From an optimization exercise on the open Yosys and OpenROAD flow, aimed at small area; shortcuts taken in it are not production practice. The RTL was checked by simulation tests, not by an equivalence proof against the original design. Power is estimated from default activity; no workload was simulated.

File: flow/run.sh
#!/bin/bash
# synth_recipe.tcl (not shown) runs the flow's synth.tcl, then flattens the netlist and writes it again
# the make line also repeats each setting of config.mk as NAME=value (left out here)
make -C /OpenROAD-flow-scripts/flow DESIGN_CONFIG=/design/flow/config.mk WORK_HOME=/design/flow/orfs CLKGATE_MAP_FILE= SYNTH_SCRIPT=/design/flow/synth_recipe.tcl finish
File: flow/config.mk
export PLATFORM = sky130hd
export DESIGN_NAME = ocelot_core
export DESIGN_NICKNAME = ocelot_core
export VERILOG_FILES = /design/flow/design.v
export SDC_FILE = /design/flow/constraint.sdc
export NUM_CORES = 4
export LEC_CHECK = 0
export CAP_MARGIN = 20
export CORE_MARGIN = 2
export CORE_UTILIZATION = 40
export SLEW_MARGIN = 20
File: flow/constraint.sdc
create_clock -name core_clock -period 12.0 [get_ports {clk}]
set_input_delay 2.4000 -clock core_clock [delete_from_list [all_inputs] [get_ports {clk}]]
set_output_delay 2.4000 -clock core_clock [all_outputs]
set_load 0.01 [all_outputs]
File: flow/design.v
module ocelot_crc8 (
    input  wire [39:0] bytes,    
    output wire [7:0]  crc
);
    wire t0 = bytes[6] ^ bytes[8];
    wire t1 = bytes[4] ^ bytes[30];
    wire t2 = bytes[3] ^ bytes[29];
    wire t3 = t2 ^ bytes[34];
    wire t4 = t0 ^ bytes[32];
    wire t5 = bytes[2] ^ bytes[28];
    wire t6 = t1 ^ bytes[0];
    wire t7 = bytes[31] ^ bytes[36];
    wire t8 = bytes[16] ^ bytes[37];
    wire t9 = t5 ^ bytes[15];
    wire t10 = t3 ^ t9;
    wire t11 = bytes[7] ^ bytes[9];
    wire t12 = t7 ^ bytes[35];
    wire t13 = t6 ^ bytes[13];
    wire t14 = bytes[12] ^ bytes[26];
    wire t15 = bytes[10] ^ bytes[24];
    wire t16 = t4 ^ bytes[11];
    wire t17 = t13 ^ bytes[27];
    wire t18 = bytes[1] ^ bytes[14];
    wire t19 = t10 ^ bytes[39];
    wire t20 = t14 ^ t19;
    wire t21 = t17 ^ bytes[33];
    wire t22 = bytes[17] ^ bytes[38];
    wire t23 = t8 ^ t18;
    wire t24 = t11 ^ t22;
    wire t25 = t16 ^ bytes[19];
    wire t26 = bytes[21] ^ bytes[33];
    wire t27 = t12 ^ bytes[5];
    wire t28 = t27 ^ bytes[23];
    wire t29 = t8 ^ t24;
    wire t30 = bytes[20] ^ bytes[25];
    wire t31 = t15 ^ t25;
    assign crc[0] = t2 ^ t4 ^ t7 ^ t14 ^ t29 ^ bytes[2] ^ bytes[5] ^ bytes[15];
    assign crc[1] = t21 ^ t29 ^ bytes[3] ^ bytes[6] ^ bytes[10] ^ bytes[18] ^ bytes[39];
    assign crc[2] = t20 ^ t23 ^ t31 ^ bytes[4] ^ bytes[9] ^ bytes[18] ^ bytes[36];
    assign crc[3] = t12 ^ t21 ^ t30 ^ t31 ^ bytes[16] ^ bytes[26];
    assign crc[4] = t10 ^ t16 ^ t18 ^ t26 ^ t30 ^ bytes[27] ^ bytes[38];
    assign crc[5] = t6 ^ t11 ^ t20 ^ t26 ^ bytes[22] ^ bytes[35];
    assign crc[6] = t3 ^ t15 ^ t17 ^ t28 ^ bytes[1] ^ bytes[22];
    assign crc[7] = t0 ^ t1 ^ t5 ^ t23 ^ t28 ^ bytes[11] ^ bytes[25];
endmodule
module ocelot_blend (
    input  wire        div_mode,
    input  wire [15:0] thresh,
    input  wire        no_fault,
    input  wire [15:0] s0,
    input  wire [15:0] s1,
    input  wire [15:0] p0,
    input  wire [15:0] p1,
    output wire [15:0] o0,
    output wire [15:0] o1
);
    function automatic gt16(input [15:0] a, input [15:0] b);
        integer i;
        reg c;
        begin
            c = 1'b0;
            for (i = 0; i < 16; i = i + 1)
                c = (a[i] & ~b[i]) | (a[i] & c) | (~b[i] & c);
            gt16 = c;
        end
    endfunction
    function automatic [16:0] sub16(input [15:0] a, input [15:0] b);
        integer i;
        reg bo;
        reg [15:0] d;
        begin
            bo = 1'b0;
            for (i = 0; i < 16; i = i + 1) begin
                d[i] = a[i] ^ b[i] ^ bo;
                bo   = (~a[i] & b[i]) | (~a[i] & bo) | (b[i] & bo);
            end
            sub16 = {bo, d};
        end
    endfunction
    wire [16:0] d   = sub16(p0, p1);
    wire        neg = d[16];
    wire [15:0] y   = d[15:0] ^ {16{neg}};
    reg         override;
    integer     k;
    always @(*) begin
        override = neg;
        for (k = 0; k < 16; k = k + 1)
            override = (y[k] & ~thresh[k]) | (y[k] & override) | (~thresh[k] & override);
    end
    wire sel0 = no_fault & (div_mode ? ~override : gt16(s0, p0));
    wire sel1 = no_fault & (div_mode ? ~override : gt16(s1, p1));
    assign o0 = sel0 ? s0 : p0;
    assign o1 = sel1 ? s1 : p1;
endmodule
module ocelot_core (
    input  wire        clk,
    input  wire        rst,
    input  wire [2:0]  ev,           
    input  wire [63:0] rx_data,      
    input  wire [15:0] ain0,         
    input  wire [15:0] ain1,         
    input  wire        cfg_div,      
    input  wire [15:0] cfg_thresh,   
    output reg  [15:0] out0,         
    output reg  [15:0] out1,         
    output reg  [1:0]  aout_wr,      
    output reg         feed,         
    output reg         tx_valid,     
    output wire [47:0] tx_frame,     
    output reg         relay,        
    output reg         relay_wr,     
    output wire        led,          
    output reg         buserr_clr,   
    output reg         reset_req,    
    output reg         reset_kind,   
    output wire [3:0]  state         
);
    localparam [2:0] EV_RX     = 3'd1;
    localparam [2:0] EV_BUSERR = 3'd2;
    localparam [2:0] EV_TICK   = 3'd3;
    localparam [2:0] EV_LOOP   = 3'd4;
    localparam [2:0] EV_DRAIN  = 3'd5;
    localparam [2:0] EV_LSTEP  = 3'd6;
    localparam [2:0] S_NO_FAULT       = 3'd0;
    localparam [2:0] S_STARTUP        = 3'd1;
    localparam [2:0] S_SEND           = 3'd3;
    localparam [2:0] S_BUS_ERROR      = 3'd4;
    localparam [2:0] S_TIMEOUT        = 3'd5;
    localparam [2:0] S_BAD_CHECKSUM   = 3'd6;
    localparam [2:0] S_INVALID_CHECK  = 3'd7;
    localparam [63:0] MAGIC_A = 64'hBEBAFECAEFBEADDE;
    localparam [63:0] MAGIC_B = 64'h07B040A5F107E10C;
    reg  [2:0]  safety_state;      
    reg  [15:0] cmd_out0, cmd_out1;
    reg  [3:0]  current_index;
    reg  [2:0]  timeout_counter;   
    reg  [15:0] pdl0, pdl1;
    reg  [3:0]  pkt_last;          
    reg         tx_slot_busy;
    reg         halted;
    reg  [2:0]  loop_phase;
    reg         lp_no_fault;       
    reg  [15:0] lp_o0, lp_o1;      
    reg  [2:0]  tx_state;          
    reg  [7:0]  tx_crc;            
    assign state = {1'b0, safety_state};
    assign led   = ~pkt_last[0];
    wire [3:0] pkt_idx = pkt_last + 4'd1;
    wire        is_rx   = (ev == EV_RX);
    wire [39:0] tx_body = {1'b0, safety_state, pkt_idx, pdl1, pdl0};
    wire [7:0]  crc;
    ocelot_crc8 u_crc (.bytes(is_rx ? rx_data[47:8] : tx_body), .crc(crc));
    wire        rx_magic_a = (rx_data == MAGIC_A);
    wire        rx_magic_b = (rx_data == MAGIC_B);
    wire        rx_magic   = rx_magic_a | rx_magic_b;
    wire        rx_ok      = (crc == rx_data[7:0]);
    wire [15:0] rx_value0  = rx_data[23:8];
    wire [15:0] rx_value1  = rx_data[39:24];
    wire        rx_enable  = rx_data[47];
    wire [3:0]  rx_index   = rx_data[43:40];
    wire        rx_cont    = ((current_index + 4'd1) == rx_index);
    assign tx_frame = {1'b0, tx_state, pkt_last, pdl1, pdl0, tx_crc};
    wire tmo_expire = timeout_counter[2];    
    wire        is_loop  = (ev == EV_LOOP);
    wire        is_lstep = (ev == EV_LSTEP);
    wire        ld_pdl0  = !halted & (is_loop | (is_lstep & (loop_phase == 3'd0)));
    wire        ld_pdl1  = !halted & (is_loop | (is_lstep & (loop_phase == 3'd1)));
    wire [15:0] pdl0_nx  = ld_pdl0 ? ain0 : pdl0;
    wire [15:0] pdl1_nx  = ld_pdl1 ? ain1 : pdl1;
    always @(posedge clk) begin
        pdl0 <= pdl0_nx & {16{~rst}};
        pdl1 <= pdl1_nx & {16{~rst}};
    end
    wire [15:0] bl_o0, bl_o1;
    ocelot_blend u_blend (
        .div_mode(cfg_div), .thresh(cfg_thresh),
        .no_fault(is_loop ? (safety_state == S_NO_FAULT) : lp_no_fault),
        .s0(cmd_out0), .s1(cmd_out1),
        .p0(pdl0_nx), .p1(pdl1_nx),
        .o0(bl_o0), .o1(bl_o1)
    );
    always @(posedge clk) begin
        aout_wr    <= 2'b00;
        feed       <= 1'b0;
        tx_valid   <= 1'b0;
        relay_wr   <= 1'b0;
        buserr_clr <= 1'b0;
        reset_req  <= 1'b0;
        if (rst) begin
            safety_state    <= S_STARTUP;
            relay           <= 1'b0;
            relay_wr        <= 1'b1;
            cmd_out0        <= 16'd0;
            cmd_out1        <= 16'd0;
            current_index   <= 4'd0;
            timeout_counter <= 3'd0;
            pkt_last        <= 4'd15;
            tx_slot_busy    <= 1'b0;
            halted          <= 1'b0;
            reset_kind      <= 1'b0;
            loop_phase      <= 3'd0;
        end else if (!halted) begin
            case (ev)
                EV_RX: begin
                    if (rx_magic) begin
                        reset_req  <= 1'b1;
                        reset_kind <= rx_magic_b;
                        halted     <= 1'b1;
                    end else if (!rx_ok) begin
                        safety_state <= S_BAD_CHECKSUM;
                    end else begin
                        if (rx_cont) begin
                            relay    <= rx_enable;
                            relay_wr <= 1'b1;
                            if (rx_enable) begin
                                cmd_out0 <= cfg_div ? rx_value1 : rx_value0;
                                cmd_out1 <= cfg_div ? rx_value0 : rx_value1;
                            end else begin
                                cmd_out0 <= 16'd0;
                                cmd_out1 <= 16'd0;
                                if (rx_value0 == 16'd0 && rx_value1 == 16'd0)
                                    safety_state <= S_NO_FAULT;
                                else
                                    safety_state <= S_INVALID_CHECK;
                            end
                            timeout_counter <= 3'd0;
                        end
                        current_index <= rx_index;
                    end
                end
                EV_BUSERR: begin
                    safety_state <= S_BUS_ERROR;
                    buserr_clr   <= 1'b1;
                end
                EV_TICK: begin
                    tx_state <= safety_state;
                    if (tx_slot_busy) begin
                        safety_state <= S_SEND;
                    end else begin
                        tx_valid     <= 1'b1;
                        tx_slot_busy <= 1'b1;
                        tx_crc       <= crc;
                    end
                    pkt_last <= pkt_idx;
                    if (tmo_expire) begin
                        safety_state <= S_TIMEOUT;
                        relay        <= 1'b0;
                        relay_wr     <= 1'b1;
                    end else begin
                        timeout_counter <= timeout_counter + 3'd1;
                    end
                end
                EV_LOOP: begin
                    out0       <= bl_o0;
                    out1       <= bl_o1;
                    aout_wr    <= 2'b11;
                    feed       <= 1'b1;
                    loop_phase <= 3'd0;
                end
                EV_DRAIN: begin
                    tx_slot_busy <= 1'b0;
                end
                EV_LSTEP: begin
                    case (loop_phase)
                        3'd0, 3'd1: ;    
                        3'd2: lp_no_fault <= (safety_state == S_NO_FAULT);
                        3'd3: if (cfg_div) lp_o1 <= bl_o1; else lp_o0 <= bl_o0;
                        3'd4: if (cfg_div) lp_o0 <= bl_o0; else lp_o1 <= bl_o1;
                        3'd5: begin
                            out0       <= lp_o0;
                            aout_wr[0] <= 1'b1;
                        end
                        3'd6: begin
                            out1       <= lp_o1;
                            aout_wr[1] <= 1'b1;
                        end
                        default: feed <= 1'b1;
                    endcase
                    loop_phase <= loop_phase + 3'd1;
                end
                default: ;
            endcase
        end
    end
endmodule
==> flow_metrics.env <==
export IMPL_status="finished clean"
export IMPL_synth_top_cell_by_area="edfxtp_1"
export IMPL_fin_worst_skew_ns=0.01211
export IMPL_die_x_um=171.7
export IMPL_synth_compound_area_share=0.09311
export IMPL_cpMostUsedCell="fa_1"
export IMPL_power_switching_mw=0.6134
export IMPL_final_max_slew_viol_count=0
export IMPL_worst_pin_slew_ns=0.9874
export IMPL_ys_types=85
export IMPL_syn2layout_area_growth_pct=28.68
export IMPL_yosys_top_cells_area="edfxtp_1 20%, dfxtp_1 16%, mux2i_1 9.3%"
export IMPL_period_minus_slack_ns=11.67
export IMPL_cts_buffer_depth=2
export IMPL_crit_buf_inv=3
export IMPL_synth_yosys_seq_area_share=0.3667
export IMPL_num_nets_final=1452
export IMPL_antenna_found_initial=0
export IMPL_critPathRequiredTime_ns=12.19
export IMPL_post_synth_and_or_nand_nor_area_fraction=0.1437
export IMPL_routed_wl_um=36440
export IMPL_fin_ws_ns=0.3312
export IMPL_initialDrtViolationCount=833
export IMPL_die_area_um2=29480
export IMPL_synth_xor_area_share=0.1590
export IMPL_fin_util=0.5224
export IMPL_finalHoldViolCount=0
export IMPL_cts_root_buf="clkbuf_16"
export IMPL_synth_warnings=2
export IMPL_port_buffers=209
export IMPL_rsz0062_at_grt="false"
export IMPL_synth_edf_count=76
export IMPL_synth_top_family_by_area="XOR/XNOR gates"
export IMPL_r2r_cells=31
export IMPL_cts_tree="built"
export IMPL_grt_max_degree=82
export IMPL_synthCells=1103
export IMPL_layout_drive_gt1_share=0.1193
export IMPL_synth_top_area_share=0.2029
export IMPL_use_met2=0.3999
export IMPL_cp_depth=32
export IMPL_cts_buffers=17
export IMPL_cp_start_kind="input port"
export IMPL_p_int_mw=1.226
export IMPL_syn_mean_instance_area_um2=10.20
export IMPL_die_h_um=171.7
export IMPL_drv_cap=0
export IMPL_slowest_stage="fa_2"
export IMPL_postCtsHoldBufs=0
export IMPL_ios=212
export IMPL_initial_core_util=0.4060
export IMPL_power_mw=1.839
export IMPL_combPwrFrac=0.353
export IMPL_drc_errors=0
export IMPL_post_route_period_util=0.9724
export IMPL_maxSlewHeadroom=0.3396
export IMPL_yosys_mux_area_fraction=0.1511
export IMPL_wl_per_cell_um=21.41
export IMPL_firstDrtPassIters=5
export IMPL_grt_pass1_wl_um=54220
export IMPL_critPathArrivalTime_ns=11.86
export IMPL_crit_type="in -> reg"
export IMPL_busiest_layer="met2"
export IMPL_regToRegSetupSlack_ns=2.29
export IMPL_drt_vias_per_instance=5.381
export IMPL_gr_total_overflow=0
export IMPL_grt_use_met1=0.3501
export IMPL_async_reset_ff_frac=0
export IMPL_use_met3=0.03106
export IMPL_hold_class="reg -> reg"
export IMPL_syn_area_um2=11250
export IMPL_p_leak_nw=5.583
export IMPL_power_density_nw_per_um2=127.1
export IMPL_r2r_start="halted"
export IMPL_fmax_ghz=0.08570
export IMPL_grt_usage=0.2472
export IMPL_slowest_delay_ns=0.60
export IMPL_seqPwrFrac=0.349
export IMPL_htree_levels=4
export IMPL_swShare=0.3335
export IMPL_critPathMaxFanout=12
export IMPL_hold_slack_ns=0.4664
export IMPL_antennaDiodeCount=0
export IMPL_cp_endpoint="out1[13]"
export IMPL_place_gp_congestion=0.9002
export IMPL_fin_area_um2=14470
export IMPL_cp_top_family="adder cells"
export IMPL_rr_endpoint="out1[13]"
export IMPL_hpwl_um=28560
export IMPL_clk_latency_ns=0.44
export IMPL_vias=9158
export IMPL_clk_pin_slew_worst_paths_ns=0.07
export IMPL_setup_viol=0
export IMPL_grt_pass1_vias=8940
export IMPL_peakVddDrop_uv=83.42
export IMPL_row_count=61
export IMPL_synthAdderAreaFrac=0.03849
export IMPL_clkPwrFrac=0.298
export IMPL_end_kind="flop"
export IMPL_cts_num_sinks=168
export IMPL_post_place_ws_ns=-0.2241
export IMPL_place_area_um2=13830
export IMPL_placeableCoreArea_um2=27710
export IMPL_crit_start="ev[2]"
export IMPL_synth_seq_cells=168
export IMPL_n_fill_cell=2529
export IMPL_final_antenna_net_count=0
export IMPL_synthFlopType="dfxtp_1"
stage by stage:
stage | std cells | setup TNS, ns
2_1_floorplan | 1104 | 0
3_3_place_gp | 1669 | -0.2777
3_5_place_dp | 1669 | -4.905
4_1_cts | 1701 | 0
5_1_grt | 1702 | 0
6_report | 1702 | 0
layout by cell type (no fill, tap or decap), drive strengths merged, types with 4 or more instances in the layout:
master	n
a211oi	12
a21oi	50
a221oi	5
a22oi	4
a31oi	7
and2	4
and3	6
buf	46
clkbuf	17
clkdlybuf4s50	207
dfxtp	92
edfxtp	76
fa	14
ha	9
inv	66
maj3	4
mux2	47
mux2i	110
nand2	73
nand2b	18
nand3	10
nand4	13
nand4b	5
nor2	88
nor2b	15
nor3	17
nor3b	9
nor4	15
o211ai	7
o21ai	18
o22ai	10
or3	27
xnor2	108
xnor3	20
xor2	31
xor3	5
final cells by class:
cell class / instances / area (um2) / area share
flip-flops and latches: 168 / 4124 / 0.2849
inverters: 54 / 202.7 / 0.01401
well taps: 378 / 473.0 / 0.03268
clock buffers: 17 / 425.4 / 0.02939
multi-input cells: 817 / 6673 / 0.4611
repair buffers: 253 / 2425 / 0.1675
clock inverters: 15 / 150.1 / 0.01037
per-layer routing:
layer  share of wire  routed length, um
met1            0.47              17060
met2            0.46              16870
met3           0.050               1827
met4           0.019                682
met5               0                  0
cells in the mapped netlist (5+ instances only):
master,n
nand2_1,73
a211oi_1,10
o211ai_1,7
edfxtp_1,76
nor2_1,88
o21ai_0,18
mux2_2,40
a31oi_1,7
nor2b_1,15
xnor3_1,20
nand4_1,12
mux2i_1,104
xor2_1,31
buf_2,7
or3_1,27
nand2b_1,18
a21oi_1,49
inv_1,54
buf_6,7
fa_1,14
o22ai_1,10
dfxtp_1,92
and3_1,6
ha_1,9
buf_4,7
clkbuf_1,42
nand3_1,10
nor3b_1,8
nor4_1,15
xnor2_1,108
nand4b_1,5
nor3_1,16
cells by family (layout without fill, tap and decap cells):
family	Yosys count	count (layout)
and+or+nand+nor	315	315
xor gates and xnor gates	164	164
other	1	2
buffers and inverters	119	339
muxes	157	157
DFF	168	168
adders and majority gates	27	27
AOI/OAI and AO/OA	152	152
power by group through the flow:
| stage | combinational (mW) | sequential [mW] | clock, mW |
|---|---|---|---|
| 2_1_floorplan | 0.426 | 0.653 | 0 |
| 3_3_place_gp | 0.625 | 0.655 | 0 |
| 3_5_place_dp | 0.629 | 0.655 | 0 |
| 4_1_cts | 0.634 | 0.642 | 0.555 |
| 5_1_grt | 0.698 | 0.643 | 0.580 |
| 6_report | 0.649 | 0.642 | 0.549 |
registers in the layout, indices dropped and copies added, names as in the netlist, 2 cells and up:
name	count
out1	16
aout_wr	2
pkt_last	4
cmd_out1	16
pdl1	16
current_index	4
timeout_counter	3
lp_o1	16
lp_o0	16
out0	16
cmd_out0	16
tx_crc	8
pdl0	16
safety_state	3
tx_state	3
loop_phase	3
how the worst min path moves through the flow:
| stage | start | to | slack [ns] | cells past startpoint |
|---|---|---|---|---|
| 2_1_floorplan | cmd_out0[0] | cmd_out0[0] | 0.43 | 2 |
| 3_3_place_gp | cmd_out0[0] | cmd_out0[0] | 0.44 | 2 |
| 3_5_place_dp | cmd_out0[0] | cmd_out0[0] | 0.46 | 2 |
| 4_1_cts | cmd_out0[0] | cmd_out0[0] | 0.47 | 2 |
| 5_1_grt | cmd_out0[0] | cmd_out0[0] | 0.49 | 2 |
| 6_report | cmd_out0[0] | cmd_out0[0] | 0.47 | 2 |
timing repair:
| action | in CTS | in global routing |
|---|---|---|
| buffers inserted | 0 | 1 |
| gates resized for setup | 0 | 12 |
| setup endpoints to repair | 0 | 31 |
worst register-to-register path: cells and delay by family (launching register included):
family / cells / cell delay, ns
AOI/OAI and AO/OA: 4 / 0.65
adders and majority gates: 16 / 5.82
muxes: 3 / 0.77
buffers and inverters: 2 / 0.28
and+or+nand+nor: 5 / 1.34
xor gates and xnor gates: 1 / 0.17
DFF: 1 / 0.42

[separate check: timing with driven ports]
Ports are ideal in the flow. The routed layout listed here was re-timed in OpenROAD.
Step 1, drivers: a clkbuf_16 drives clk and a buf_2 each remaining input, both assumed.
Step 2 adds t to the input delays and takes it off the output delays; t is the mean of the earliest and latest rising clock arrival at the registers after step 1. Input paths then give back, and output paths get back, about the clock's delay inside the block.
Slacks: ideal / step 1 / step 2; pairs: ideal / step 1.
shift t [ns]: 0.485
slack for setup (ns): 0.331 / 0.349 / -0.136
slew at the worst register clock pin (ns): 0.08 / 0.08
With both steps, setup timing fails in this run, where it was met with ideal ports. The setup slack of this run moves by +0.018 ns with the drivers and by -0.467 ns with both steps.
